Source: an optimization exercise on an open RTL-to-GDS flow (aim: small area, a short achievable clock period and few clock cycles). Production flows keep margins and buffers that such runs may drop.
Only simulation tests tie the RTL to the original design; equivalence was not proved.
Power and IR drop assume default switching activity.

==> flow/config.mk <==
export PLATFORM = sky130hd
export DESIGN_NAME = tr1_bitcodec
export DESIGN_NICKNAME = tr1_bitcodec
export VERILOG_FILES = /design/flow/design.v
export SDC_FILE = /design/flow/constraint.sdc
export NUM_CORES = 4
export LEC_CHECK = 0
export ABC_AREA = 1
export CAP_MARGIN = 20
export CORE_MARGIN = 2
export CORE_UTILIZATION = 55
export SETUP_SLACK_MARGIN = 4.6
export SLEW_MARGIN = 20
export TNS_END_PERCENT = 0
==> flow/constraint.sdc <==
create_clock -name core_clock -period 8.0 [get_ports {clk}]
set_input_delay 1.6000 -clock core_clock [delete_from_list [all_inputs] [get_ports {clk}]]
set_output_delay 1.6000 -clock core_clock [all_outputs]
set_load 0.01 [all_outputs]
==> flow/design.v <==
module tr1_bitcodec (
    input  wire        clk,
    input  wire        rst,         
    input  wire        bus_en,      
    input  wire        bus_we,      
    input  wire [1:0]  bus_space,   
    input  wire [5:0]  bus_addr,    
    input  wire [31:0] bus_wdata,
    output reg  [31:0] bus_rdata,   
    output wire        busy         
);
    localparam W    = 8;                  
    localparam LW   = (W == 8) ? 3 : 4;   
    localparam NW   = 256 / W;            
    localparam AW   = 8 - LW;             
    localparam HG   = (W + 6) / 7;        
    localparam HENC = 7 * W / 4;          
    localparam KMAX = (HENC > 16) ? HENC : 16;    
    localparam CW   = W + KMAX + W;       
    localparam [31:0] CRC_POLY    = 32'h04C11DB7;
    localparam [31:0] CRC_RESIDUE = 32'hC704DD7B;    
    localparam [7:0]  FLAG        = 8'b0111_1110;    
    localparam [2:0] K_CHUNK  = 3'd0;
    localparam [2:0] K_TRL1   = 3'd1;
    localparam [2:0] K_TRL2   = 3'd2;
    localparam [2:0] K_EFLAG  = 3'd3;
    localparam [2:0] K_BUBBLE = 3'd4;
    localparam [2:0] K_WAIT   = 3'd5;
    localparam [2:0] K_SFLAG  = 3'd6;
    localparam [2:0] K_RL1    = 3'd7;
    integer j, t, m, a, b, w;
    reg [255:0] in_bits;    
    reg [255:0] out_bits;
    reg [31:0]  in_blen;
    reg [8:0]   out_blen;
    reg         busy_r;
    reg         err_r;
    reg [3:0]   code_r;
    assign busy = busy_r;
    wire host_wr = bus_en & bus_we & ~busy_r;
    wire [8:0] L = in_blen[8:0];
    wire signed [9:0] Ls = {1'b0, L};
    reg [2:0]    kph;           
    reg          op_bst, op_crc, op_ham, op_var;    
    reg          cnt_pass;      
    reg          legal_q;       
    reg          chk_q;         
    reg [LW-1:0] sh;            
    reg [AW:0]   rp;            
    reg [W-1:0]  raw_q;         
    reg [W-1:0]  prevraw;       
    reg [W-1:0]  in_q;          
    reg signed [9:0] rem;       
    reg [31:0]   crc;
    reg [2:0]    run;           
    reg          pend;          
    reg [5:0]    hbuf;          
    reg [2:0]    hcnt;          
    reg [KMAX-1:0] nb_q;        
    reg [5:0]    nk_q;          
    reg          fin_q;         
    reg          cl_q;          
    reg          flush_q;       
    reg [W-1:0]  acc;           
    reg [LW-1:0] f;             
    reg [AW:0]   wp;            
    wire [AW-1:0] rd_word = busy_r ? rp[AW-1:0] : bus_addr[4:LW-3];
    reg  [W-1:0]  in_word;
    function [15:0] mux16pair(input [255:0] v, input [3:0] sel);
        reg [127:0] l1;
        reg [63:0]  l2;
        reg [31:0]  l3;
        integer q;
        begin
            for (q = 0; q < 16; q = q + 1) l1[8*q +: 8] = sel[0] ? v[16*q+8 +: 8] : v[16*q +: 8];
            for (q = 0; q < 8; q = q + 1)  l2[8*q +: 8] = sel[1] ? l1[16*q+8 +: 8] : l1[16*q +: 8];
            for (q = 0; q < 4; q = q + 1)  l3[8*q +: 8] = sel[2] ? l2[16*q+8 +: 8] : l2[16*q +: 8];
            for (q = 0; q < 2; q = q + 1)  mux16pair[8*q +: 8] = sel[3] ? l3[16*q+8 +: 8] : l3[16*q +: 8];
        end
    endfunction
    wire [15:0] in_pair  = mux16pair(in_bits, rd_word[3:0]);
    wire [15:0] out_pair = mux16pair(out_bits, bus_addr[3:0]);
    always @(*) begin
        in_word = rd_word[4] ? in_pair[15:8] : in_pair[7:0];
    end
    function [W-1:0] funnel(input [W-1:0] cur, input [W-1:0] prv, input [LW-1:0] n);
        reg [2*W-1:0] cat;
        begin
            cat = {cur, prv} >> (W - n);
            funnel = cat[W-1:0];
        end
    endfunction
    function [W-1:0] tmask(input signed [9:0] r);
        integer q;
        begin
            for (q = 0; q < W; q = q + 1)
                tmask[q] = (r > q);
        end
    endfunction
    function [W-1:0] tmask_next(input signed [9:0] r);
        integer q;
        begin
            for (q = 0; q < W; q = q + 1)
                tmask_next[q] = (r > q + W);
        end
    endfunction
    wire [W-1:0] chunk_in = funnel(raw_q, prevraw, sh);
    wire [LW:0] vcnt = (rem >= W) ? W : (rem <= 10'sd0) ? 0 : rem[LW:0];
    wire [5:0]  vcnt_p1 = vcnt + 1'b1;
    wire [5:0]  vcnt_p2 = vcnt + 2'd2;
    wire [5:0]  vcnt_m1 = vcnt - 1'b1;
    wire [5:0]  vcnt_m2 = vcnt - 2'd2;
    wire last_chunk = (op_ham & op_var) ? (rem <= 10'sd0) : (rem <= W);
    wire [W-1:0] xw = in_q;
    function [31:0] crc_start(input [3:0] v);
        case (v)
            4'd0:  crc_start = 32'hffffffff;
            4'd1:  crc_start = 32'hfd9f7124;
            4'd2:  crc_start = 32'h7ecfb892;
            4'd3:  crc_start = 32'h3f67dc49;
            4'd4:  crc_start = 32'h9dd360ff;
            4'd5:  crc_start = 32'hcc893ea4;
            4'd6:  crc_start = 32'h66449f52;
            4'd7:  crc_start = 32'h33224fa9;
            4'd8:  crc_start = 32'h9bf1a90f;
            4'd9:  crc_start = 32'hcf985a5c;
            4'd10: crc_start = 32'h67cc2d2e;
            4'd11: crc_start = 32'h33e61697;
            4'd12: crc_start = 32'h9b938590;
            4'd13: crc_start = 32'h4dc9c2c8;
            4'd14: crc_start = 32'h26e4e164;
            default: crc_start = 32'h137270b2;
        endcase
    endfunction
    function [31:0] crc_step(input [31:0] r, input [W-1:0] d);
        integer k;
        reg [31:0] c;
        reg tt;
        begin
            c = r;
            for (k = 0; k < W; k = k + 1) begin
                tt = c[31] ^ d[k];
                c = {c[30:0], 1'b0} ^ (tt ? CRC_POLY : 32'd0);
            end
            crc_step = c;
        end
    endfunction
    wire [LW-1:0] crc_v = 0 - L[LW-1:0];
    wire signed [LW:0] crc_vs = {1'b0, crc_v};
    wire [31:0]   crc_next = crc_step(crc, xw);
    function ones(input [W-1:0] x, input integer lo, input integer hi);   
        integer q;
        begin
            ones = 1'b1;
            for (q = 0; q < W; q = q + 1)
                if (q >= lo && q <= hi) ones = ones & x[q];
        end
    endfunction
    reg [4:0] r0hot;
    always @(*) begin
        for (j = 0; j < 5; j = j + 1)
            r0hot[j] = (run == j);
    end
    reg [W-1:0] c4;
    reg [4:0]   rout_hot;
    always @(*) begin
        for (j = 0; j < W; j = j + 1) begin
            c4[j] = ones(xw, 0, j - 1) & r0hot[(4 - (j % 5) + 5) % 5];
            for (t = 4; t < W; t = t + 5)
                if (j - t - 1 >= 0)
                    c4[j] = c4[j] | (ones(xw, j - t, j - 1) & ~xw[j - t - 1]);
        end
        for (m = 0; m < 5; m = m + 1) begin
            rout_hot[m] = ones(xw, 0, W - 1) & r0hot[(m + 5 - (W % 5)) % 5];
            for (t = 0; t < W; t = t + 1)
                if (t % 5 == m)
                    rout_hot[m] = rout_hot[m] | (ones(xw, W - t, W - 1) & ~xw[W - 1 - t]);
        end
    end
    wire [2:0] run_out = rout_hot[1] ? 3'd1 : rout_hot[2] ? 3'd2 : rout_hot[3] ? 3'd3 :
                         rout_hot[4] ? 3'd4 : 3'd0;
    wire [W-1:0] s = xw & c4;                  
    function [2*W+1:0] sparse_count(input [W-1:0] v);
        reg [W:0] g1, g2;
        integer q, p;
        begin
            for (q = 0; q <= W; q = q + 1) begin
                g1[q] = 1'b0;
                g2[q] = 1'b0;
                for (p = 0; p < q; p = p + 1) begin
                    g1[q] = g1[q] | v[p];
                    if (p >= 5)
                        g2[q] = g2[q] | (v[p] & (|(v & ((1 << (p - 4)) - 1))));
                end
            end
            sparse_count = {g2, g1};
        end
    endfunction
    localparam EW = W + 2;                     
    wire [2*W+1:0] scnt = sparse_count(s);
    wire [W:0]     sg1 = scnt[W:0];
    wire [W:0]     sg2 = scnt[2*W+1:W+1];
    reg  [EW-1:0]  enc_bits;
    always @(*) begin
        for (j = 0; j < EW; j = j + 1) begin
            enc_bits[j] = 1'b0;
            if (j < W)
                enc_bits[j] = enc_bits[j] | (xw[j] & ~sg1[j]);
            if (j >= 1 && j - 1 < W)
                enc_bits[j] = enc_bits[j] | (xw[j - 1] & sg1[j - 1] & ~sg2[j - 1]);
            if (j >= 2 && j - 2 < W)
                enc_bits[j] = enc_bits[j] | (xw[j - 2] & sg2[j - 2]);
        end
    end
    wire [1:0] enc_ns = {1'b0, sg1[W]} + {1'b0, sg2[W]};
    wire [W-1:0]   vmask = tmask(rem);
    wire [W-1:0]   drop = vmask & ~xw & {s[W-2:0], pend};
    wire [2*W+1:0] dcnt = sparse_count(drop);
    wire [W:0]     dg1 = dcnt[W:0];
    wire [W:0]     dg2 = dcnt[2*W+1:W+1];
    reg  [W-1:0]   dec_bits;
    always @(*) begin
        for (j = 0; j < W; j = j + 1) begin
            dec_bits[j] = xw[j] & ~dg1[j];
            if (j + 1 < W)
                dec_bits[j] = dec_bits[j] | (xw[j + 1] & dg1[j + 1] & ~dg2[j + 1]);
            if (j + 2 < W)
                dec_bits[j] = dec_bits[j] | (xw[j + 2] & dg2[j + 2]);
        end
    end
    wire [1:0] dec_nd = {1'b0, dg1[W]} + {1'b0, dg2[W]};
    function [6:0] ham_enc(input [3:0] d);    
        ham_enc = { d[3], d[2], d[1], d[1] ^ d[2] ^ d[3], d[0], d[0] ^ d[2] ^ d[3], d[0] ^ d[1] ^ d[3] };
    endfunction
    function [3:0] ham_dec(input [6:0] r);    
        reg [2:0] sy;
        begin
            sy[0] = r[0] ^ r[2] ^ r[4] ^ r[6];
            sy[1] = r[1] ^ r[2] ^ r[5] ^ r[6];
            sy[2] = r[3] ^ r[4] ^ r[5] ^ r[6];
            ham_dec = { r[6] ^ (sy == 3'd7), r[5] ^ (sy == 3'd6), r[4] ^ (sy == 3'd5), r[2] ^ (sy == 3'd3) };
        end
    endfunction
    reg [HENC-1:0] henc_bits;
    always @(*) begin
        for (j = 0; j < W / 4; j = j + 1)
            henc_bits[7 * j +: 7] = ham_enc(xw[4 * j +: 4]);
    end
    wire [2:0]  henc_ng = (vcnt + 3) >> 2;
    wire [5:0]  henc_k = {henc_ng, 3'b000} - {3'b000, henc_ng};
    wire [W+11:0] hu = ({12'd0, xw} << hcnt) | {{(W+6){1'b0}}, hbuf};    
    wire          hfull = ({1'b0, hcnt} + W >= 7 * HG);
    reg  [4*HG-1:0] hdec_bits;
    always @(*) begin
        for (j = 0; j < HG; j = j + 1)
            hdec_bits[4 * j +: 4] = ham_dec(hu[7 * j +: 7]);
    end
    wire signed [9:0] hc = {7'd0, hcnt};
    reg  [2:0] hdec_nv;
    always @(*) begin
        hdec_nv = 3'd0;
        for (j = 0; j < HG; j = j + 1)
            if ((hfull || j < HG - 1) && ((7 * j) - hc < rem))
                hdec_nv = hdec_nv + 3'd1;
    end
    wire [5:0]  hbuf_n = hfull ? hu[7 * HG +: 6] : hu[7 * (HG - 1) +: 6];
    wire [2:0]  hcnt_n = hfull ? hcnt + W - 7 * HG : hcnt + W - 7 * (HG - 1);
    wire [31:0] crc_out = ~crc;
    reg  [15:0] crc_half;                      
    always @(*) begin
        for (j = 0; j < 16; j = j + 1)
            crc_half[j] = (kph == K_TRL1) ? crc_out[31 - j] : crc_out[15 - j];
    end
    reg [KMAX-1:0] nb;
    reg [5:0]  nk;
    reg        pv, fin;
    always @(*) begin
        nb  = {KMAX{1'b0}};
        nk  = 6'd0;
        pv  = 1'b0;
        fin = 1'b0;
        case (kph)
        K_CHUNK: begin
            pv = 1'b1;
            if (op_crc) begin
                nb[W-1:0] = xw;
                nk = (op_var && rem < 32 + W) ? 6'd0 : W;
                fin = last_chunk & op_var;
            end else if (op_bst) begin
                if (op_var) begin
                    nb[W-1:0] = dec_bits;
                    nk = dg2[W] ? vcnt_m2 : dg1[W] ? vcnt_m1 : vcnt;
                    fin = last_chunk;
                end else begin
                    nb[EW-1:0] = enc_bits;
                    nk = sg2[W] ? vcnt_p2 : sg1[W] ? vcnt_p1 : vcnt;
                end
            end else begin
                if (op_var) begin
                    nb[4*HG-1:0] = hdec_bits;
                    nk = {1'b0, hdec_nv, 2'b00};
                end else begin
                    nb[HENC-1:0] = henc_bits;
                    nk = henc_k;
                end
                fin = last_chunk;
            end
        end
        K_TRL1: begin
            pv = 1'b1;
            nb[15:0] = crc_half;
            nk = 6'd16;
        end
        K_TRL2: begin
            pv = 1'b1;
            nb[15:0] = crc_half;
            nk = 6'd16;
            fin = 1'b1;
        end
        K_SFLAG: begin
            pv = 1'b1;
            nb[7:0] = FLAG;
            nk = 6'd8;
        end
        K_EFLAG: begin
            pv = 1'b1;
            nb[7:0] = FLAG;
            nk = 6'd8;
            fin = 1'b1;
        end
        default: ;
        endcase
    end
    wire            p_fin = flush_q | fin_q;
    wire [KMAX-1:0] p_nb  = nb_q;
    wire [5:0]      p_nk  = nk_q;
    reg  [W-1:0]    fmask;
    always @(*) begin
        for (j = 0; j < W; j = j + 1)
            fmask[j] = (j < f);
    end
    wire [CW-1:0] comb = ({{(CW-KMAX){1'b0}}, p_nb} << f) | {{(CW-W){1'b0}}, acc & fmask};
    wire [5:0]    pn = f + p_nk;               
    wire          ge1w = |pn[5:LW];                     
    wire          ge2w = |pn[5:LW+1];                   
    wire          we0 = ge1w | (p_fin & (pn[LW-1:0] != 0));
    wire          we1 = ge2w | (p_fin & ge1w & (pn != W));
    wire          need_flush = p_fin & ge2w & (pn != 2 * W);
    wire [W-1:0]  slot_e = wp[0] ? comb[2*W-1:W] : comb[W-1:0];
    wire [W-1:0]  slot_o = wp[0] ? comb[W-1:0]   : comb[2*W-1:W];
    wire [AW:0]   wp1 = wp + 1'b1;
    wire          wr_en = busy_r & ~cnt_pass;
    wire [8:0]    olen_n = {wp, f} + p_nk;
    wire [AW:0]   wp2 = wp + 2'd2;
    always @(posedge clk) begin
        for (a = 0; a < 32; a = a + 1)
            if (host_wr && bus_space == 2'd1 && bus_addr == a)
                for (b = 0; b < 8; b = b + 1)
                    in_bits[8 * a + b] <= bus_wdata[7 - b];
    end
    always @(posedge clk) begin
        for (w = 0; w < NW; w = w + 1) begin
            if (wr_en && ((w == wp && we0) || (w == wp1 && we1)))
                out_bits[W * w +: W] <= (w % 2 == 0) ? slot_e : slot_o;
        end
    end
    reg [15:0] in_pair_r, out_pair_r;            
    always @(*) begin
        for (b = 0; b < 8; b = b + 1) begin
            in_pair_r[7 - b]   = in_pair[b];
            in_pair_r[15 - b]  = in_pair[8 + b];
            out_pair_r[7 - b]  = out_pair[b];
            out_pair_r[15 - b] = out_pair[8 + b];
        end
    end
    reg [31:8] rd_up;       
    reg [7:0]  rd_lo;       
    reg [7:0]  rd_hi;       
    reg        rd_sel;      
    always @(posedge clk) begin
        rd_up  <= 24'd0;
        rd_lo  <= 8'd0;
        rd_hi  <= 8'd0;
        rd_sel <= bus_addr[4];
        case (bus_space)
            2'd0: begin
                case (bus_addr)
                    6'd1: begin
                        rd_lo <= {code_r, 2'b00, err_r, busy_r};
                        rd_hi <= {code_r, 2'b00, err_r, busy_r};
                    end
                    6'd2: begin
                        rd_up <= in_blen[31:8];
                        rd_lo <= in_blen[7:0];
                        rd_hi <= in_blen[7:0];
                    end
                    6'd4: begin
                        rd_up <= {15'd0, out_blen[8]};
                        rd_lo <= out_blen[7:0];
                        rd_hi <= out_blen[7:0];
                    end
                    default: ;
                endcase
            end
            2'd1: begin
                rd_lo <= in_pair_r[7:0];
                rd_hi <= in_pair_r[15:8];
            end
            2'd2: begin
                rd_lo <= out_pair_r[7:0];
                rd_hi <= out_pair_r[15:8];
            end
            default: ;
        endcase
    end
    always @(*) begin
        bus_rdata = {rd_up, rd_sel ? rd_hi : rd_lo};
    end
    wire cmd_wr = host_wr && bus_space == 2'd0 && bus_addr == 6'd0;
    wire [7:0] wlo = bus_wdata[7:0];
    wire w_hi0 = (bus_wdata[31:8] == 24'd0);
    wire w_bst = (wlo[7:1] == 7'h18);
    wire w_crc = (wlo[7:1] == 7'h20);
    wire w_ham = (wlo[7:1] == 7'h28);
    wire w_var = wlo[0];
    wire legal = w_hi0 & (w_bst | w_crc | w_ham);
    wire in_range = (in_blen <= 32'd256);
    wire ovf = (op_crc & ~op_var & (L > 9'd224)) | (op_ham & ~op_var & (L > 9'd144));
    wire empty_now = (op_crc & op_var & (L < 9'd32)) | (op_bst & op_var & (L < 9'd16)) |
                     (op_ham & (L == 9'd0));
    wire [LW-1:0] sh_idle = w_crc ? crc_v : (w_bst & w_var) ? (8 % W) : 0;
    wire [W-1:0]  lmask = tmask(Ls);
    always @(posedge clk) begin
        if (rst) begin
            in_blen  <= 32'd0;
            out_blen <= 9'd0;
            busy_r   <= 1'b0;
            err_r    <= 1'b0;
            code_r   <= 4'd0;
        end else if (!busy_r) begin
            op_bst   <= w_bst;
            op_crc   <= w_crc;
            op_ham   <= w_ham;
            op_var   <= w_var;
            sh       <= sh_idle;
            rp       <= (w_bst & ~w_var) ? 1 : 2;
            raw_q    <= (w_bst & ~w_var) ? in_bits[W-1:0] : in_bits[2*W-1:W];
            in_q     <= funnel(in_bits[W-1:0], {W{1'b0}}, sh_idle) & (w_crc ? {W{1'b1}} : lmask);
            prevraw  <= in_bits[W-1:0];
            crc      <= crc_start(crc_v);
            run      <= 3'd0;
            pend     <= 1'b0;
            hbuf     <= 6'd0;
            hcnt     <= 3'd0;
            rem      <= (w_bst & w_var) ? Ls - 10'sd16 :
                        w_crc ? Ls + crc_vs : Ls;
            cnt_pass <= w_bst & ~w_var & (L > 9'd200);
            kph      <= (w_bst & w_var) ? K_BUBBLE :
                        (w_bst & ~w_var) ? K_SFLAG :
                        (L == 9'd0) ? K_TRL1 : K_CHUNK;
            cl_q     <= 1'b0;
            flush_q  <= 1'b0;
            nk_q     <= 6'd0;
            fin_q    <= 1'b0;
            acc      <= {W{1'b0}};
            f        <= w_crc ? L[LW-1:0] : 0;
            wp       <= (w_crc && L[LW-1:0] != 0) ? {(AW+1){1'b1}} : 0;
            if (host_wr && bus_space == 2'd0 && bus_addr == 6'd2)
                in_blen <= bus_wdata;
            legal_q  <= legal;
            chk_q    <= 1'b1;
            if (cmd_wr)
                busy_r <= 1'b1;
        end else begin
            nb_q  <= nb;
            nk_q  <= nk;
            fin_q <= fin & ~cnt_pass;
            cl_q  <= (kph == K_CHUNK) & last_chunk & cnt_pass;
            case (kph)
            K_BUBBLE: begin
                rp      <= rp + 1'b1;
                in_q    <= chunk_in & tmask(rem);
                prevraw <= raw_q;
                raw_q   <= in_word;
                kph     <= K_CHUNK;
            end
            K_SFLAG: begin
                rp      <= rp + 1'b1;
                in_q    <= chunk_in & tmask(rem);
                prevraw <= raw_q;
                raw_q   <= in_word;
                kph     <= (L == 9'd0) ? K_EFLAG : K_CHUNK;
            end
            K_RL1: begin
                rp      <= rp + 1'b1;
                raw_q   <= in_word;
                kph     <= K_SFLAG;
            end
            K_CHUNK: begin
                rp      <= rp + 1'b1;
                in_q    <= chunk_in & tmask_next(rem);
                prevraw <= raw_q;
                raw_q   <= in_word;
                rem     <= rem - W;
                crc     <= crc_next;
                run     <= run_out;
                pend    <= s[W - 1];
                hbuf    <= hbuf_n;
                hcnt    <= hcnt_n;
                if (last_chunk)
                    kph <= cnt_pass ? K_WAIT : (op_crc & ~op_var) ? K_TRL1 :
                           (op_bst & ~op_var) ? K_EFLAG : K_WAIT;
            end
            K_TRL1:  kph <= K_TRL2;
            K_TRL2:  kph <= K_WAIT;
            K_EFLAG: kph <= K_WAIT;
            default: ;
            endcase
            flush_q <= 1'b0;
            if (ge2w) begin
                acc <= comb[3*W-1:2*W];
                wp  <= wp2;
            end else if (ge1w) begin
                acc <= comb[2*W-1:W];
                wp  <= wp1;
            end else
                acc <= comb[W-1:0];
            f <= pn[LW-1:0];
            if (cl_q) begin
                if (olen_n > 9'd248) begin
                    code_r <= 4'd4;
                    busy_r <= 1'b0;
                end
                cnt_pass <= 1'b0;
                acc      <= {W{1'b0}};
                f        <= 0;
                wp       <= 0;
                kph      <= K_RL1;
                rp       <= 0;
                rem      <= Ls;
                run      <= 3'd0;
            end
            if (p_fin) begin
                if (need_flush)
                    flush_q <= 1'b1;
                else begin
                    busy_r   <= 1'b0;
                    code_r   <= 4'd0;
                    err_r    <= op_crc & op_var & (crc != CRC_RESIDUE);
                    out_blen <= olen_n;
                end
            end
            chk_q <= 1'b0;
            if (chk_q) begin
                if (!legal_q) begin
                    code_r <= 4'd1;
                    busy_r <= 1'b0;
                end else if (!in_range) begin
                    code_r <= 4'd3;
                    busy_r <= 1'b0;
                end else if (ovf) begin
                    code_r <= 4'd4;
                    busy_r <= 1'b0;
                end else if (empty_now) begin
                    code_r   <= 4'd0;
                    err_r    <= op_crc;
                    out_blen <= 9'd0;
                    busy_r   <= 1'b0;
                end
            end
        end
    end
endmodule
==> flow/run.sh <==
#!/bin/bash
# synth_recipe.tcl (not shown) runs the flow's synth.tcl, then flattens the netlist and writes it again
# the make line also repeats each setting of config.mk as NAME=value (left out here)
make -C /OpenROAD-flow-scripts/flow DESIGN_CONFIG=/design/flow/config.mk WORK_HOME=/design/flow/orfs CLKGATE_MAP_FILE= SYNTH_SCRIPT=/design/flow/synth_recipe.tcl finish
==> results.toml, run 1 <==
[outcome]
status = "finished clean"

[grt]
gr-total-overflow = 0
grt_pass1_wl_um = 173000
grt_util_all_layers_pct = 32.1
grt_pass1_vias = 28986
antenna_found_initial = 0
grt_start_max_net_pins = 129

[clocking]
cts_root_buf = "clkbuf_16"
clk_path_buf_depth = 3
cts.sinks = 738
cts_hold_buffers = 0
clk_pin_slew_worst_paths_ns = 0.06
clock_latency_ns = 0.66
h-tree-depth = 3
cts_tree = "done"
numCtsBuffers = 78

[worst_setup_path]
path_cells = "clkdlybuf4s50_1 -> inv_1 -> nor2_1 -> inv_1 -> a31oi_1 -> nor4_1 -> o211ai_1"
crit_path_frequent_cell = "inv_1"
cp.arrival_ns = 4.57
critPathRequiredTime_ns = 8.49
crit_buf_inv = 3
critPathKind = "primary input to flop"
slowest_stage = "nor4_1"
critPathMaxFanout = 22
end_kind = "flop"
worst_setup_path_start_kind = "primary input"
slowest_delay_ns = 1.04
cp_top_family = "buffers and inverters"

[synth]
synth-async-reset-ratio_pct = 0
synth_common_cells = "nand2_1 (827), edfxtp_1 (650), inv_1 (417), nand3_1 (323), o21ai_0 (296)"
yosys.cell_count.top_type = "nand2_1"
synthDistinctLibCells = 67
synth_nets = 4129
synth.top_cell.area_share_pct = 51.7
syn_area_mm2 = 0.0378
ys.warnings.count = 1
synth-seq-cells = 738
synth_top_cell_by_area = "edfxtp_1"
avgSynthCellArea_um2 = 9.38
synth_edf_count = 650
synth_area_leaders = "edfxtp_1 (52%), nand2_1 (8.2%), dfxtp_1 (4.7%)"
ys_seq_area_share_pct = 56.4
synth_top_flop_cell = "edfxtp_1"
syn_inst = 4024

[die]
die_x_um = 266
rows = 96
die_h_um = 266
core_mm2 = 0.0682
start_util_pct = 55.3
io_pins = 77
dieArea_mm2 = 0.0708

[route]
drt-vias-per-instance = 6.16
drt_pre_antenna_iters = 6
drt_iter0_drc = 3460
drc = 0
wl_um = 115000
via_count = 30785
ant_nets = 0
routedWlPerCell_um = 23.0

[timing]
setup-violations-final = 0
post-route-period-util_pct = 50.9
slew-limit-headroom_pct = 21.1
skew_ns = 0.0613
setup_ws_ns = 3.93
max_freq_mhz = 246
finalSetupTns_ns = 0
hold_viol = 0
rsz0062_at_grt = "yes"
worstMarginPinSlew_ns = 1.17
slew_violations = 0
fin_crit_ns = 4.07

[placement]
post-dp-hpwl_um = 79400
place_area_mm2 = 0.0394
portBuffers = 76
place.gp.congestion = 0.970
pre_cts_slack_ns = 2.90

[power_and_ir_drop]
p_per_area_mw_per_mm2 = 207
p_leak_uw = 0.0158
p_total_uw = 8810
ir_worst_vdd_mv = 0.213

[worst_hold_path]
hold_class = "flop to flop"

[layout]
final_area_mm2 = 0.0426
drive_above_1_share_pct = 8.34
layout.nets = 4156
area_growth_pct = 12.8

[job]
cap_violations = 0
-- final timing paths --
kind	startpoint	end	slack [ns]	cells after the start
min reg2reg	in_blen[28]	rd_up[28]	0.46	2
max	bus_addr[3]	rd_lo[7]	3.93	7
max reg2reg	in_blen[1]	rem[5]	4.04	11
min	in_blen[28]	rd_up[28]	0.46	2
-- routing by layer --
layer | part of all wire, % | global-route usage (%)
met5 | 0 | 0
met1 | 42 | 44.6
met4 | 3.8 | 11.7
met3 | 7.8 | 5.01
met2 | 46 | 51.2
-- power breakdown --
| group | internal (µW) | total, µW | switching (µW) |
|---|---|---|---|
| sequential | 4220 | 4260 | 39.1 |
| clock | 2190 | 3770 | 1590 |
| combinational | 225 | 777 | 552 |
-- logic make-up after synthesis --
group / share of synthesized area (%)
mux: 0.451
buf+inv: 6.72
simple gates: 18.0
fa+ha+maj: 2.04
flops: 56.4
compound gates: 13.8
xor+xnor: 2.58
-- worst reg2reg max path: cells and delay by family, from the launching register on --
| kind | cells | cell delay [ns] |
|---|---|---|
| AOI/OAI and AO/OA | 3 | 0.71 |
| xor gates and xnor gates | 2 | 0.37 |
| DFF | 1 | 0.71 |
| adders and majority gates | 2 | 1.02 |
| buffers and inverters | 1 | 0.44 |
| and+or+nand+nor | 3 | 0.44 |
-- layout by cell type (no fill, tap or decap), drive strengths merged, types with 3 or more instances in the layout --
| master | n |
|---|---|
| nand2 | 833 |
| edfxtp | 650 |
| inv | 425 |
| nand3 | 326 |
| o21ai | 307 |
| nor2 | 275 |
| a21oi | 227 |
| o211ai | 103 |
| clkbuf | 102 |
| dfxtp | 88 |
| buf | 81 |
| nor3 | 76 |
| clkdlybuf4s50 | 73 |
| a31oi | 72 |
| a22oi | 68 |
| xor2 | 61 |
| ha | 60 |
| nand4 | 44 |
| xnor2 | 37 |
| clkinv | 37 |
| o221ai | 24 |
| nor4 | 23 |
| a211oi | 18 |
| o22ai | 17 |
| o31ai | 10 |
| mux2i | 8 |
| mux2 | 8 |
| clkinvlp | 7 |
| bufinv | 7 |
| or2 | 7 |
| o2111ai | 5 |
| o32ai | 4 |
| o21bai | 3 |
| a32oi | 3 |
| nand3b | 3 |
| a221oi | 3 |
-- flip-flops by register name, indices dropped and copies added, names as in the netlist, 4 cells and up --
name      cells
raw_q         8
acc           7
in_q          8
nb_q         16
crc          32
rd_up        24
out_blen      9
in_bits     256
rem          10
wp            6
out_bits    256
hbuf          6
prevraw       8
rd_hi         8
in_blen      32
rp            5
code_r        4
nk_q          6
rd_lo         8
-- layout make-up --
type,count,area (µm²)
Clock buffer,102,2190
Fill cell,5589,25600
Multi-Input combinational cell,2644,14400
Clock inverter,42,519
Sequential cell,738,21300
Timing Repair Buffer,155,1490
Antenna cell,1,2.50
Tap cell,882,1100
Inverter,434,1650
-- what timing repair did --
| item | 4_1_cts | 5_1_grt |
|---|---|---|
| cloned | 1 | 0 |
| setup endpoints to repair | 638 | 689 |
| pin swaps | 3 | 2 |
| buffers inserted | 9 | 4 |
| resized for setup | 68 | 8 |
-- stage by stage --
step | util, % | hold slack (ns) | instances
after floorplan | - | 0.426 | 4024
final | 62.5 | 0.458 | 4998
after CTS | 62.3 | 0.460 | 4992
after detailed placement | 57.7 | 0.453 | 4838
after global routing | 62.5 | 0.482 | 4997
after global placement | 57.7 | 0.437 | 4837
Testbench counts, summed over its fixed seeds: cycles 16,814.
==> inputs of run 2 (changes only) <==
==> flow/flow/run.sh (new file) <==
#!/bin/bash
# The standard layout (standard.sh), with one change: ABC maps the synthesized
# logic with the area script in flow/abc_area.script (ABC's &nf mapper after
# &dch) instead of ORFS's map-based area script. Registers are mapped before
# ABC runs, so they are the standard synthesis's.
set -euo pipefail
rm -rf scripts_abc
mkdir scripts_abc
cp -rL "$FLOW_HOME/scripts/." scripts_abc/
cp flow/abc_area.script scripts_abc/abc_area.script
export SCRIPTS_DIR="$PWD/scripts_abc"
bash standard.sh > standard.log 2>&1
==> flow/flow/abc_area.script (new file) <==
strash
&get -n
&fraig -x
&put
scorr
dc2
strash
&get -n
&dch -f
&nf {D}
&put
==> flow/standard.sh (new file) <==
#!/bin/bash
# synth_recipe.tcl (not shown) runs the flow's synth.tcl, then flattens the netlist and writes it again
# the make line also repeats each setting of config.mk as NAME=value (left out here)
make -C /OpenROAD-flow-scripts/flow DESIGN_CONFIG=/design/flow/config.mk WORK_HOME=/design/flow/orfs CLKGATE_MAP_FILE= SYNTH_SCRIPT=/design/flow/synth_recipe.tcl "${@:-finish}"
removed: flow/run.sh
==> results.toml, run 2 <==
[synth]
ys.warnings.count = 1
synth_common_cells = "edfxtp_1 (650), nand2_1 (335), o21ai_0 (296), a21oi_1 (290), nor2_1 (264)"
synth_edf_count = 650
syn_area_mm2 = 0.0352
synth-seq-cells = 738
yosys.cell_count.top_type = "edfxtp_1"
synth_nets = 3165
synth_top_flop_cell = "edfxtp_1"
synth_top_cell_by_area = "edfxtp_1"
syn_inst = 3060
synth_area_leaders = "edfxtp_1 (55%), dfxtp_1 (5.0%), o21ai_0 (4.2%)"
ys_seq_area_share_pct = 60.5
synth.top_cell.area_share_pct = 55.5
avgSynthCellArea_um2 = 11.5
synthDistinctLibCells = 68
synth-async-reset-ratio_pct = 0

[placement]
place_area_mm2 = 0.0377
place.gp.congestion = 1.04
dp_cells = 4055
portBuffers = 76
post-dp-hpwl_um = 74300

[die]
rows = 92
start_util_pct = 55.7
core_mm2 = 0.0632
die_x_um = 257
dieArea_mm2 = 0.0660
die_h_um = 257
io_pins = 77

[layout]
top_regs = "in_bits (256), out_bits (256)"
area_growth_pct = 21.1
final_cells = 4311
finish.utilization_pct = 67.4
final_cell_mix = "edfxtp_1 (650), nand2_1 (327), a21oi_1 (283)"
fill_cells = 4739
drive_above_1_share_pct = 14.1
final_area_mm2 = 0.0426
layout.nets = 3505
final_common_cell = "edfxtp_1"

[clocking]
cts_tree = "done"
numCtsBuffers = 78
clk_pin_slew_worst_paths_ns = 0.06
cts_root_buf = "clkbuf_16"
clock_latency_ns = 0.63
h-tree-depth = 3
clk_path_buf_depth = 3
cts.sinks = 738

[route]
ant_nets = 0
drt_iter0_drc = 3811
via_count = 28597
wl_um = 117000
drt-vias-per-instance = 6.63
drc = 0
routedWlPerCell_um = 27.1
drt_pre_antenna_iters = 6

[timing]
finalSetupTns_ns = 0
slew_violations = 0
setup-violations-final = 0
fin_crit_ns = 3.55
skew_ns = 0.0297
hold_viol = 0
worstMarginPinSlew_ns = 1.14
rsz0062_at_grt = "yes"
max_freq_mhz = 282
slew-limit-headroom_pct = 23.8
post-route-period-util_pct = 44.4

[power_and_ir_drop]
p_int_uw = 6590
p_switching_uw = 2090
ir_worst_vdd_mv = 0.152
p_leak_uw = 0.0142
p_sw_share_pct = 24.1
seq_power_share_pct = 48.9
power.share.clock_pct = 42.0
p_per_area_mw_per_mm2 = 204
power_frac_comb_pct = 9.1

[worst_setup_path]
slowest_delay_ns = 0.45
slowest_stage = "clkdlybuf4s15_2"
path_cells = "clkdlybuf4s15_2 -> mux2_4 -> buf_8 -> o21ai_0 -> o22ai_1 -> o22ai_1 -> o22ai_1 -> clkinv_1 -> a21oi_1 -> a221o_1"
cp.arrival_ns = 4.03
r2r_setup_slack_ns = 4.51
crit_path_frequent_cell = "o22ai_1"
critPathKind = "primary input to flop"
critPathMaxFanout = 40
critPathRequiredTime_ns = 8.48
worst_setup_path_start_kind = "primary input"
end_kind = "flop"

[grt]
gr-total-overflow = 0
grt_util_all_layers_pct = 34.2
grt_pass1_vias = 26942
grt_pass1_wl_um = 171000
antenna_found_initial = 2
grt_start_max_net_pins = 73

[worst_hold_path]
hold_class = "flop to flop"

[job]
cap_violations = 0

[outcome]
status = "finished clean"
## run 2: cell type report
cell class / count / area, µm² / area share [%]
timing repair buffer: 253 / 2530 / 5.93
sequential: 738 / 21300 / 50.0
inverter: 71 / 305 / 0.716
clock inverter: 45 / 469 / 1.10
antenna: 1 / 2.50 / 0.00587
clock buffer: 99 / 2100 / 4.94
tap: 846 / 1060 / 2.48
multi-input combinational: 2258 / 14800 / 34.8
## run 2: per-layer routing
layer  vias up  GRT usage, %  wire [µm]
met5         -             0          0
met4         0          17.5       6370
met3       343          5.72      11600
met2      1748          52.8      53000
met1     13831          46.9      45900
li1      12675             -          -
## run 2: cell families (layout without fill, tap and decap cells)
family | Yosys count | in the layout | share of synthesized area [%]
compound gates | 1017 | 1017 | 17.8
flops | 738 | 738 | 60.5
mux | 120 | 125 | 3.71
fa+ha+maj | 61 | 61 | 2.19
simple gates | 933 | 935 | 12.0
other cells | 0 | 1 | 0
buf+inv | 71 | 468 | 0.757
xor+xnor | 120 | 120 | 3.10
## run 2: what timing repair did
item | in CTS | in global routing
hold buffers | 0 | 0
endpoints found under the setup margin | 664 | 643
resized for setup | 179 | 131
cloned | 11 | 5
pin swaps | 13 | 20
setup buffers | 34 | 61
## run 2: power groups by stage
stage | sequential (µW) | combinational, µW | clock (µW)
2_1_floorplan | 4330 | 379 | 0
3_3_place_gp | 4330 | 649 | 0
3_5_place_dp | 4340 | 661 | 0
4_1_cts | 4250 | 722 | 3670
5_1_grt | 4250 | 837 | 3810
6_report | 4240 | 790 | 3650
## run 2: path summary, 6_finish.rpt
| kind | start | end | cells after the start |
|---|---|---|---|
| max | bus_addr[0] | raw_q[3] | 10 |
| min | in_blen[22] | in_blen[22] | 2 |
| max reg2reg | in_q[1] | nb_q[2] | 14 |
| min reg2reg | in_blen[22] | in_blen[22] | 2 |
## run 2: worst max-delay path: cells and delay by family
family / cells / cell delay [ns]
buffers and inverters: 3 / 0.89
multiplexers: 1 / 0.35
AO/OA/AOI/OAI: 6 / 1.15
## run 2: per-stage QoR
stage | hold WS [ns] | power [µW] | worst slack (ns)
after floorplan | 0.431 | 4710 | 3.94
after global placement | 0.450 | 4980 | 2.65
after detailed placement | 0.460 | 5000 | 2.62
after CTS | 0.467 | 8640 | 4.32
after global routing | 0.493 | 8890 | 4.38
final | 0.470 | 8680 | 4.45
==> inputs of run 3 (changes only) <==
--- a/flow/config.mk
+++ b/flow/config.mk
@@ -12,3 +12,3 @@
 export SETUP_SLACK_MARGIN = 4.6
 export SLEW_MARGIN = 20
-export TNS_END_PERCENT = 0
+export TNS_END_PERCENT = 100
==> results.toml, run 3 <==
[outcome]
status = "finished clean"

[synth]
synthXorXnorAreaFrac_pct = 3.10
avgSynthCellArea_um2 = 11.5
synth_nets = 3165
synth-seq-cells = 738
syn_area_mm2 = 0.0352
synth_top_cell_by_area = "edfxtp_1"
synth_fa_ha_area_share_pct = 2.19
synth.top_cell.area_share_pct = 55.5
syn_inst = 3060
synth-async-reset-ratio_pct = 0
synth_top_family_by_area = "compound AO/OA/AOI/OAI gates"
synth_simple_gate_area_share_pct = 12.0
ys_seq_area_share_pct = 60.5
synthDistinctLibCells = 68
synth_area_leaders = "edfxtp_1 (55%), dfxtp_1 (5.0%), o21ai_0 (4.2%)"
yosys.cell_count.top_type = "edfxtp_1"
synth_top_flop_cell = "edfxtp_1"
ys.warnings.count = 1
synth_compound_area_share_pct = 17.8
synth_mux_area_share_pct = 3.71
synth_edf_count = 650
synth_common_cells = "edfxtp_1 (650), nand2_1 (335), o21ai_0 (296), a21oi_1 (290), nor2_1 (264)"

[layout]
layout.nets = 3541
final_area_mm2 = 0.0436
fill_cells = 4553
area_growth_pct = 24.0
final_cell_mix = "edfxtp_1 (650), nand2_1 (325), a21oi_1 (277)"
final_common_cell = "edfxtp_1"
finish.utilization_pct = 69.0
drive_above_1_share_pct = 17.7
top_regs = "in_bits (256), out_bits (256)"

[placement]
post-dp-hpwl_um = 74600
place_area_mm2 = 0.0382
place.gp.congestion = 1.02
portBuffers = 76

[timing]
worstMarginPinSlew_ns = 1.11
rsz0062_at_grt = "yes"
slew-limit-headroom_pct = 26.0
hold_viol = 0
finalSetupTns_ns = 0
post-route-period-util_pct = 43.2
hold_ws_ns = 0.466
slew_violations = 0
setup-violations-final = 0
max_freq_mhz = 289
fin_crit_ns = 3.46
skew_ns = 0.0264

[grt]
gr-total-overflow = 0
grt_pass1_wl_um = 175000
grt_util_all_layers_pct = 35.2
antenna_found_initial = 1
grt_pass1_vias = 27418
grt_start_max_net_pins = 97

[die]
core_mm2 = 0.0632
dieArea_mm2 = 0.0660
die_h_um = 257
start_util_pct = 55.7
rows = 92
io_pins = 77
die_x_um = 257

[worst_setup_path]
cp_top_family = "simple AND/OR/NAND/NOR gates"
rr_worst_depth = 12
worst_setup_path_start_kind = "flop"
critPathKind = "flop to flop"
path_cells = "buf_4 -> nor3_4 -> a31oi_2 -> and3_2 -> a211oi_4 -> nand3_2 -> or4_4 -> a21oi_1 -> o221ai_1 -> o211a_1 -> o211ai_1 -> a21oi_2"
cp.arrival_ns = 3.80
slowest_delay_ns = 0.56
slowest_stage = "or4_4"
crit_cells = 12
critPathRequiredTime_ns = 8.34
critPathMaxFanout = 7
crit_buf_inv = 1
end_kind = "flop"

[route]
ant_nets = 0
drt_pre_antenna_iters = 6
routedWlPerCell_um = 27.3
wl_um = 119000
via_count = 28828
drc = 0
drt_iter0_drc = 3601
drt-vias-per-instance = 6.63

[job]
cap_violations = 0

[clocking]
cts_root_buf = "clkbuf_16"
numCtsBuffers = 79
clk_pin_slew_worst_paths_ns = 0.06
clk_path_buf_depth = 3
clock_latency_ns = 0.64
cts_hold_buffers = 0
cts.sinks = 738
h-tree-depth = 3
cts_tree = "done"

[power_and_ir_drop]
p_per_area_mw_per_mm2 = 205
ir_worst_vdd_mv = 0.161
p_total_uw = 8960
p_leak_uw = 0.0148

[worst_hold_path]
min_path_cells = 2
hold_class = "flop to flop"
run 3: changes by cell type in the layout (fill, tap and decap cells not counted), moves of 10 or more:
cell	before	now
buf_4	140	170
o21ai_0	274	249
o21ai_1	9	32
clkinv_1	74	62
nor3_1	63	51
buf_12	15	26
nor3_4	16	26
run 3: stage by stage:
stage	cells	setup slack, ns
6_report	4349	4.54
5_1_grt	4348	4.45
4_1_cts	4306	4.52
3_5_place_dp	4045	3.06
3_3_place_gp	4044	3.02
2_1_floorplan	3060	4.08
run 3: final cells by class:
class / count / area (µm²) / share of cell area [%]
sequential: 738 / 21300 / 48.8
timing repair buffer: 292 / 2940 / 6.73
clock buffer: 102 / 2130 / 4.87
inverter: 71 / 313 / 0.717
tap: 846 / 1060 / 2.43
clock inverter: 45 / 631 / 1.45
antenna: 1 / 2.50 / 0.00574
multi-input combinational: 2254 / 15300 / 35.0
run 3: tightest hold or removal path, stage by stage, from the launching register on:
cell and delay, ns:
dfxtp_1 0.33, nand2_1 0.06, nand2_1 0.04
run 3: worst paths after layout:
path / start / endpoint / slack [ns]
setup / recovery: rem[6] / nk_q[3] / 4.54
hold / removal: out_blen[1] / out_blen[1] / 0.47
setup reg to reg: rem[6] / nk_q[3] / 4.54
hold reg to reg: out_blen[1] / out_blen[1] / 0.47
run 3: logic make-up (layout without fill, tap and decap cells):
| logic type | count (synthesis) | in the layout |
|---|---|---|
| and+or+nand+nor | 933 | 934 |
| other | 0 | 1 |
| muxes | 120 | 122 |
| AOI/OAI and AO/OA | 1017 | 1017 |
| xor gates and xnor gates | 120 | 120 |
| buffers and inverters | 71 | 510 |
| adders and majority gates | 61 | 61 |
| DFF | 738 | 738 |
run 3: repair_timing:
action / 4_1_cts / 5_1_grt
endpoints found under the setup margin: 673 / 516
pin swaps: 38 / 54
buffers inserted: 104 / 39
cloned: 10 / 2
resized for setup: 200 / 140
run 3: where the power goes:
| group | total, µW | switching (µW) | internal, µW |
|---|---|---|---|
| combinational | 828 | 547 | 281 |
| clock | 3890 | 1590 | 2300 |
| sequential | 4240 | 26.2 | 4220 |
run 3: layer usage:
layer  GRT usage, %  part of all wire (%)  up-vias  wire (µm)
met5              0                     0        -          0
met4           14.6                   4.4        0       5200
met3           6.32                    10      289      12400
met2           55.3                    46     1700      54500
met1           48.7                    39    14093      46400
li1               -                     -    12746          -
==> inputs of run 4 (changes only) <==
--- a/flow/config.mk
+++ b/flow/config.mk
@@ -9,5 +9,5 @@
 export CAP_MARGIN = 20
 export CORE_MARGIN = 2
-export CORE_UTILIZATION = 55
+export CORE_UTILIZATION = 65
 export SETUP_SLACK_MARGIN = 4.6
 export SLEW_MARGIN = 20
==> results.toml, run 4 <==
[clocking]
clk_pin_slew_worst_paths_ns = 0.06
h-tree-depth = 3
cts_hold_buffers = 0
clock_latency_ns = 0.64
cts_root_buf = "clkbuf_16"
clk_path_buf_depth = 3
cts.sinks = 738
numCtsBuffers = 75
cts_tree = "done"

[worst_setup_path]
critPathKind = "primary input to flop"
cp_top_family = "compound AO/OA/AOI/OAI gates"
slowest_delay_ns = 0.41
crit_buf_inv = 3
timing.rr.start = "rem[9]"
path_cells = "buf_2 -> mux2_4 -> buf_16 -> mux2i_2 -> o22ai_1 -> o22ai_2 -> o21ai_1 -> clkinv_1 -> a21oi_1 -> a221o_1"
end_kind = "flop"
critPathMaxFanout = 25
reg2reg_to = "nk_q[3]"
rr_worst_depth = 11
critPathRequiredTime_ns = 8.39
worst_setup_path_start_kind = "primary input"
cp.arrival_ns = 4.01
slowest_stage = "mux2_4"
r2r_setup_slack_ns = 4.51

[worst_hold_path]
hold_class = "flop to flop"
worstHoldEndpoint = "in_blen[23]"
min_path_cells = 2
hold_start = "in_blen[23]"

[synth]
synth_area_leaders = "edfxtp_1 (55%), dfxtp_1 (5.0%), o21ai_0 (4.2%)"
ys_seq_area_share_pct = 60.5
synth_fa_ha_area_share_pct = 2.19
syn_area_mm2 = 0.0352
synth_common_cells = "edfxtp_1 (650), nand2_1 (335), o21ai_0 (296), a21oi_1 (290), nor2_1 (264)"
synth_top_flop_cell = "edfxtp_1"
ys.warnings.count = 1
synth_mux_area_share_pct = 3.71
synth-async-reset-ratio_pct = 0
synth-seq-cells = 738
syn_inst = 3060
synth_simple_gate_area_share_pct = 12.0
synth.top_cell.area_share_pct = 55.5
synth_compound_area_share_pct = 17.8
yosys.cell_count.top_type = "edfxtp_1"
synthDistinctLibCells = 68
avgSynthCellArea_um2 = 11.5
synth_edf_count = 650
synth_top_cell_by_area = "edfxtp_1"
synth_top_family_by_area = "compound AO/OA/AOI/OAI gates"
synthXorXnorAreaFrac_pct = 3.10
synth_nets = 3165

[power_and_ir_drop]
p_sw_share_pct = 25.0
seq_power_share_pct = 49.6
ir_worst_vdd_mv = 0.174
p_int_uw = 6430
power.share.clock_pct = 40.7
p_per_area_mw_per_mm2 = 199
p_leak_uw = 0.0146
power_frac_comb_pct = 9.7
p_switching_uw = 2140

[die]
dieArea_mm2 = 0.0560
core_mm2 = 0.0537
die_h_um = 237
rows = 85
start_util_pct = 65.5
io_pins = 77
die_x_um = 237

[placement]
portBuffers = 76
post-dp-hpwl_um = 73700
place.gp.congestion = 1.02
dp_cells = 3884

[timing]
max_freq_mhz = 276
post-route-period-util_pct = 45.3
finalSetupTns_ns = 0
worstMarginPinSlew_ns = 1.23
hold_viol = 0
skew_ns = 0.0410
slew-limit-headroom_pct = 16.2
setup-violations-final = 0
rsz0062_at_grt = "yes"
fin_crit_ns = 3.62
slew_violations = 0

[route]
drt_iter0_drc = 5169
ant_nets = 0
via_count = 30581
drt_pre_antenna_iters = 9
wl_um = 124000
drc = 0
routedWlPerCell_um = 29.6
drt-vias-per-instance = 7.30

[grt]
met2_usage_pct = 63.6
gr-usage-met1_pct = 55.9
grt_start_max_net_pins = 71
antenna_found_initial = 1
gr-total-overflow = 0
grt_pass1_vias = 28823
use_met3_pct = 10.3
grt.busiest_layer = "met2"
grt_pass1_wl_um = 178000
grt_util_all_layers_pct = 42.4

[layout]
layout.nets = 3538
final_cell_mix = "edfxtp_1 (650), nand2_1 (324), a21oi_1 (276)"
final_common_cell = "edfxtp_1"
final_cells = 4189
drive_above_1_share_pct = 17.2
area_growth_pct = 22.2
top_regs = "in_bits (256), out_bits (256)"

[outcome]
status = "finished clean"

[job]
cap_violations = 0
## run 4: cell counts after synthesis
No cell type changed its count.
## run 4: layout make-up
type	count	area [µm²]
Multi-Input combinational cell	2256	15300
Tap cell	696	871
Inverter	71	312
Sequential cell	738	21300
Timing Repair Buffer	291	2830
Antenna cell	1	2.50
Clock inverter	36	340
Clock buffer	100	2070
Fill cell	3020	10700
## run 4: how the worst max path moves through the flow
| stage | start | to | cells past startpoint |
|---|---|---|---|
| global placement | bus_addr[1] | in_blen[1] | 7 |
| finish | bus_addr[2] | raw_q[4] | 10 |
| detailed placement | bus_addr[1] | in_blen[2] | 7 |
| CTS | rd_sel | bus_rdata[1] | 3 |
| global route | rem[9] | nk_q[3] | 11 |
| floorplan | bus_addr[2] | raw_q[3] | 8 |
## run 4: per-layer routing
layer,part of all wire (%),vias up,wire length (µm)
met1,34,14425,42600
li1,-,12724,-
met4,7.4,0,9210
met2,44,2798,55200
met3,14,634,17200
met5,0,-,0
## run 4: kinds of logic (layout without fill, tap and decap cells)
kind of cell             Yosys count  in the layout
AO/OA/AOI/OAI                   1017           1017
AND/OR/NAND/NOR                  933            936
flip-flops                       738            738
XOR/XNOR                         120            120
multiplexers                     120            122
buffers and inverters             71            498
adder cells (fa/ha/maj)           61             61
other                              0              1
## run 4: worst min-delay path: stages (launching register included)
cell and delay [ns]:
dfxtp_1 0.32, nand2_1 0.05, a21oi_1 0.05
## run 4: metrics by stage
stage               area (µm²)  utilization [%]  total power [µW]  hold slack, ns  setup slack, ns
floorplan                35800                -              4720           0.431             4.08
global placement         37900             70.6              4990           0.450             3.07
detailed placement       37900             70.6              5010           0.462             2.89
CTS                      42000             78.3              8450           0.471             4.53
global route             43000             80.1              8730           0.489             4.43
finish                   43000             80.1              8570           0.472             4.38
## run 4: repair_timing
| item | 4_1_cts | 5_1_grt |
|---|---|---|
| resized for setup | 208 | 117 |
| gates cloned | 9 | 2 |
| setup endpoints to repair | 679 | 514 |
| setup buffers | 105 | 50 |
| pin swaps | 32 | 40 |
## run 4: power groups by stage
stage                     Clock (µW)  Combinational, µW  Sequential (µW)
after floorplan                    0                388             4330
after global placement             0                655             4340
after detailed placement           0                670             4340
after CTS                       3460                749             4250
after global routing            3610                865             4250
final                           3490                832             4250
==> inputs of run 5 (changes only) <==
--- a/flow/config.mk
+++ b/flow/config.mk
@@ -9,6 +9,6 @@
 export CAP_MARGIN = 20
 export CORE_MARGIN = 2
-export CORE_UTILIZATION = 65
+export CORE_UTILIZATION = 45
 export SETUP_SLACK_MARGIN = 4.6
 export SLEW_MARGIN = 20
-export TNS_END_PERCENT = 100
+export TNS_END_PERCENT = 0
==> results.toml, run 5 <==
[outcome]
status = "finished clean"

[synth]
synthDistinctLibCells = 68
avgSynthCellArea_um2 = 11.5
synth_top_cell_by_area = "edfxtp_1"
syn_inst = 3060
synth.top_cell.area_share_pct = 55.5
synth-async-reset-ratio_pct = 0
synth_top_flop_cell = "edfxtp_1"
synth_area_leaders = "edfxtp_1 (55%), dfxtp_1 (5.0%), o21ai_0 (4.2%)"
synth-seq-cells = 738
synth_nets = 3165
yosys.cell_count.top_type = "edfxtp_1"
synth_edf_count = 650
ys.warnings.count = 1
syn_area_mm2 = 0.0352
synth_common_cells = "edfxtp_1 (650), nand2_1 (335), o21ai_0 (296), a21oi_1 (290), nor2_1 (264)"
ys_seq_area_share_pct = 60.5

[layout]
num_antenna_cells = 0
top_regs = "in_bits (256), out_bits (256)"
area_growth_pct = 20.6
final_common_cell = "edfxtp_1"
fill_cells = 6662
multi_input_comb_area_mm2 = 0.0148
seq_area_mm2 = 0.0213
final_cell_mix = "edfxtp_1 (650), nand2_1 (326), a21oi_1 (276)"
drive_above_1_share_pct = 14.0
layout.nets = 3479

[worst_hold_path]
hold_class = "flop to flop"

[worst_setup_path]
critPathRequiredTime_ns = 8.37
end_kind = "flop"
slowest_stage = "or4_4"
slowest_delay_ns = 0.59
cp.arrival_ns = 4.03
worst_setup_path_start_kind = "flop"
path_cells = "or3_4 -> o31ai_4 -> nand2_2 -> a211oi_4 -> nand3_2 -> or4_4 -> buf_4 -> nand2_1 -> o32ai_1 -> xnor2_1 -> a211oi_2"
critPathKind = "flop to flop"
critPathMaxFanout = 5

[die]
io_pins = 77
die_x_um = 284
rows = 102
die_h_um = 284
start_util_pct = 45.4
dieArea_mm2 = 0.0804
core_mm2 = 0.0775

[power_and_ir_drop]
p_total_uw = 8610
ir_worst_vdd_mv = 0.137
p_per_area_mw_per_mm2 = 203
p_leak_uw = 0.0141

[timing]
hold_viol = 0
max_freq_mhz = 274
worstMarginPinSlew_ns = 1.14
slew-limit-headroom_pct = 24.2
rsz0062_at_grt = "yes"
slew_violations = 0
setup-violations-final = 0
skew_ns = 0.0425
finalSetupTns_ns = 0
fin_crit_ns = 3.66
post-route-period-util_pct = 45.7

[grt]
grt_pass1_vias = 27002
grt_pass1_wl_um = 172000
grt_util_all_layers_pct = 28.2
grt_start_max_net_pins = 97
gr-total-overflow = 0
antenna_found_initial = 2

[clocking]
cts_tree = "done"
clock_latency_ns = 0.65
h-tree-depth = 3
clk_pin_slew_worst_paths_ns = 0.07
cts_hold_buffers = 0
numCtsBuffers = 79
cts_root_buf = "clkbuf_16"
cts.sinks = 738
clk_path_buf_depth = 3

[route]
wl_um = 116000
via_count = 28027
ant_nets = 0
drc = 0
drt_iter0_drc = 3042
drt-vias-per-instance = 6.26
drt_pre_antenna_iters = 6
routedWlPerCell_um = 25.9

[placement]
portBuffers = 76
place.gp.congestion = 0.920
post-dp-hpwl_um = 75500

[job]
cap_violations = 0
==> run 5: power by group <==
group	leakage (µW)	switching [µW]	total, µW	internal (µW)
clock network	0.00124	1580	3600	2020
logic	0.00626	516	770	254
registers	0.00660	26.2	4240	4220
==> run 5: repair_timing <==
item | in CTS | in global routing
gates resized for setup | 241 | 69
gates cloned | 7 | 1
pin swaps | 24 | 26
setup endpoints to repair | 698 | 620
endpoints found under the hold margin | 0 | 0
buffers inserted | 51 | 17
==> run 5: final cells by class <==
cell class	count	share of cell area (%)
Sequential cell	738	50.2
Multi-Input combinational cell	2255	34.9
Clock inverter	39	0.784
Inverter	71	0.696
Clock buffer	107	5.25
Tap cell	1040	3.07
Timing Repair Buffer	229	5.14
==> run 5: path summary, 6_finish.rpt <==
kind                    start          end  slack (ns)  cells after the start
hold / removal    in_blen[28]  in_blen[28]        0.47                      2
setup / recovery       rem[5]      nk_q[0]        4.34                     11
hold reg to reg   in_blen[28]  in_blen[28]        0.47                      2
setup reg to reg       rem[5]      nk_q[0]        4.34                     11
==> run 5: through the flow <==
step	worst slack (ns)	hold slack (ns)	cell area, µm²	utilization [%]	std cells
6_report	4.34	0.469	42500	54.8	4479
5_1_grt	4.31	0.475	42500	54.8	4479
4_1_cts	4.43	0.469	42000	54.2	4459
3_5_place_dp	2.71	0.461	38000	49.1	4255
3_3_place_gp	2.60	0.452	38000	49.1	4254
2_1_floorplan	3.94	0.431	35300	-	3060
==> run 5: worst max-delay path: cells and delay by family (launching register included) <==
kind                      cells  cell delay [ns]
buffers and inverters         1             0.17
AOI/OAI and AO/OA             4             1.16
and+or+nand+nor               5             1.43
xor gates and xnor gates      1             0.16
DFF                           1             0.48
==> run 5: logic make-up (layout without fill, tap and decap cells) <==
group,count (synthesis),count (layout),share of synthesized area [%]
compound gates,1017,1017,17.8
xor+xnor,120,120,3.10
fa+ha+maj,61,61,2.19
buf+inv,71,446,0.757
flops,738,738,60.5
mux,120,123,3.71
simple gates,933,934,12.0
==> run 5: per-layer routing <==
metal  vias to the layer above  part of all wire (%)  GRT usage, %
met1                     13807                    41          38.8
met4                         0                   4.1          11.7
met3                       233                   8.2          4.41
li1                      12616                     -             -
met5                         -                     0             0
met2                      1371                    46          44.6
==> inputs of run 6 (changes only) <==
--- a/flow/config.mk
+++ b/flow/config.mk
@@ -9,6 +9,6 @@
 export CAP_MARGIN = 20
 export CORE_MARGIN = 2
-export CORE_UTILIZATION = 45
-export SETUP_SLACK_MARGIN = 4.6
+export CORE_UTILIZATION = 55
+export SETUP_SLACK_MARGIN = 4.8
 export SLEW_MARGIN = 20
-export TNS_END_PERCENT = 0
+export TNS_END_PERCENT = 100
==> results.toml, run 6 <==
[die]
dieArea_mm2 = 0.0660
start_util_pct = 55.7
die_h_um = 257
die_x_um = 257
core_mm2 = 0.0632
io_pins = 77
rows = 92

[synth]
synth.top_cell.area_share_pct = 55.5
synth_compound_area_share_pct = 17.8
ys.warnings.count = 1
ys_seq_area_share_pct = 60.5
synth_common_cells = "edfxtp_1 (650), nand2_1 (335), o21ai_0 (296), a21oi_1 (290), nor2_1 (264)"
synth_fa_ha_area_share_pct = 2.19
avgSynthCellArea_um2 = 11.5
synth_edf_count = 650
synthXorXnorAreaFrac_pct = 3.10
synth_top_flop_cell = "edfxtp_1"
syn_area_mm2 = 0.0352
synth_area_leaders = "edfxtp_1 (55%), dfxtp_1 (5.0%), o21ai_0 (4.2%)"
synth_simple_gate_area_share_pct = 12.0
synth_top_cell_by_area = "edfxtp_1"
synthDistinctLibCells = 68
synth_top_family_by_area = "compound AO/OA/AOI/OAI gates"
yosys.cell_count.top_type = "edfxtp_1"
syn_inst = 3060
synth_mux_area_share_pct = 3.71
synth-seq-cells = 738
synth_nets = 3165
synth-async-reset-ratio_pct = 0

[clocking]
cts.sinks = 738
clock_latency_ns = 0.65
clk_pin_slew_worst_paths_ns = 0.06
clk_path_buf_depth = 3
cts_root_buf = "clkbuf_16"
h-tree-depth = 3
numCtsBuffers = 79
cts_tree = "done"
cts_hold_buffers = 0

[worst_hold_path]
min_path_cells = 1
worstHoldEndpoint = "code_r[3]"
hold_start = "code_r[3]"
hold_class = "flop to flop"

[power_and_ir_drop]
ir_worst_vdd_mv = 0.151
p_per_area_mw_per_mm2 = 196
p_leak_uw = 0.0157

[worst_setup_path]
slowest_stage = "or3b_4"
critPathRequiredTime_ns = 8.40
end_kind = "flop"
cp_top_family = "simple AND/OR/NAND/NOR gates"
cp.arrival_ns = 3.80
rr_worst_depth = 12
critPathMaxFanout = 7
startpoint = "bus_wdata[5]"
worst_setup_path_start_kind = "primary input"
r2r_setup_slack_ns = 4.62
crit_buf_inv = 5
path_cells = "buf_8 -> buf_12 -> or3b_4 -> nand2b_4 -> clkinv_8 -> nand2_8 -> buf_12 -> clkinv_8 -> mux2i_2 -> nor2_1 -> a32o_1 -> a21oi_2 -> a21oi_2 -> a31o_1"
slowest_delay_ns = 0.39
critPathKind = "primary input to flop"
reg2reg_to = "nk_q[3]"
timing.rr.start = "in_q[3]"

[job]
cap_violations = 0

[timing]
max_freq_mhz = 294
slew_violations = 0
hold_viol = 0
skew_ns = 0.0283
post-route-period-util_pct = 42.5
slew-limit-headroom_pct = 14.5
setup-violations-final = 0
fin_crit_ns = 3.40
hold_ws_ns = 0.470
setup_ws_ns = 4.60
rsz0062_at_grt = "yes"
worstMarginPinSlew_ns = 1.27
finalSetupTns_ns = 0

[grt]
antenna_found_initial = 0
grt_util_all_layers_pct = 37.1
grt_start_max_net_pins = 82
gr-total-overflow = 0
grt_pass1_vias = 28466
grt_pass1_wl_um = 184000

[placement]
pre_cts_slack_ns = 2.77
portBuffers = 76
dp_cells = 4040
place.gp.congestion = 0.958
post-dp-hpwl_um = 75200

[route]
wl_um = 126000
route.met3.wl_um = 13500
drt_pre_antenna_iters = 6
drt-vias-per-instance = 6.75
drt_iter0_drc = 4345
met2_length_um = 57200
drc = 0
via_count = 29986
drt-met1-wl_um = 48100
topRoutingLayerUsed = "met4"
ant_nets = 0
routedWlPerCell_um = 28.5

[layout]
final_cells = 4443
top_regs = "in_bits (256), out_bits (256)"
final_common_cell = "edfxtp_1"
final_cell_mix = "edfxtp_1 (650), nand2_1 (315), a21oi_1 (267)"
drive_above_1_share_pct = 22.6
area_growth_pct = 29.5
layout.nets = 3634
finish.utilization_pct = 72.1

[outcome]
status = "finished clean"
[run 6: cell counts after synthesis]
No cell type changed its count.
[run 6: worst max path at each step]
stage	endpoint	slack, ns	depth (start not counted)
finish	in_q[6]	4.60	14
global placement	raw_q[7]	2.86	10
detailed placement	raw_q[7]	2.77	10
CTS	in_q[6]	4.63	13
floorplan	raw_q[3]	4.08	8
global route	nb_q[0]	4.53	14
[run 6: power breakdown]
group          switching, µW  internal (µW)
Clock                   1580           2190
Combinational            587            322
Sequential              31.9           4220
[run 6: logic make-up after synthesis]
| family | Yosys count |
|---|---|
| and+or+nand+nor | 933 |
| xor gates and xnor gates | 120 |
| buffers and inverters | 71 |
| DFF | 738 |
| muxes | 120 |
| adders and majority gates | 61 |
| AOI/OAI and AO/OA | 1017 |
[run 6: what timing repair did]
| item | in CTS | in global routing |
|---|---|---|
| cloned | 21 | 1 |
| buffers inserted | 173 | 59 |
| resized for setup | 363 | 184 |
| pin swaps | 98 | 103 |
| setup endpoints to repair | 712 | 410 |
[run 6: layout make-up]
type	instances	area [µm²]
clock buffer	100	2130
antenna	1	2.50
clock inverter	48	515
timing repair buffer	377	3970
fill	4294	17600
sequential	738	21300
tap	846	1060
inverter	71	337
multi-input combinational	2262	16300
[run 6: stage by stage]
stage               area [µm²]  power, µW
CTS                      44100       8840
finish                   45600       8930
floorplan                36100       4730
detailed placement       38300       5020
global placement         38300       5010
global route             45600       9130
[run 6: layer usage]
layer / GRT usage [%] / up-vias
met3: 6.31 / 380
li1: - / 12927
met4: 19.0 / 0
met5: 0 / -
met2: 56.8 / 2120
met1: 51.3 / 14559

afterwards: timing with drivers on the ports:
How much do the figures lean on ideal ports? The routed layouts below were timed once more, with nothing changed but the port constraints. Step 1 assumes that a clkbuf_16 drives the clock port and a buf_2 every other input. Step 2 moves the port delays by t, midway between the first and last clock arrival at a register: inputs arrive t later, outputs are due t later. That takes back most of the time a late clock gives input paths. Three values: ideal ports, drivers, drivers and shift; two values: the first two.
run	t, ns	slack for setup (ns)	worst hold slack (ns)	clock arrival spread, ns	worst data-port slew with drivers (ns)
run 1	0.703	3.928 / 3.973 / 3.270	0.458 / 0.458 / 0.458	0.061 / 0.061	0.06
run 2	0.687	4.451 / 4.402 / 3.748	0.470 / 0.470 / 0.470	0.034 / 0.034	0.08
run 3	0.697	4.541 / 4.541 / 3.922	0.466 / 0.466 / 0.466	0.041 / 0.040	0.10
run 4	0.681	4.375 / 4.411 / 3.729	0.472 / 0.472 / 0.472	0.045 / 0.045	0.06
run 5	0.697	4.344 / 4.344 / 3.785	0.469 / 0.469 / 0.469	0.042 / 0.043	0.07
run 6	0.694	4.603 / 4.618 / 3.930	0.470 / 0.470 / 0.470	0.029 / 0.030	0.06
After both steps every run listed still meets setup and hold. For run 2, which loses most, drivers alone change the setup slack by -0.049 ns; drivers and shift together by -0.703 ns.
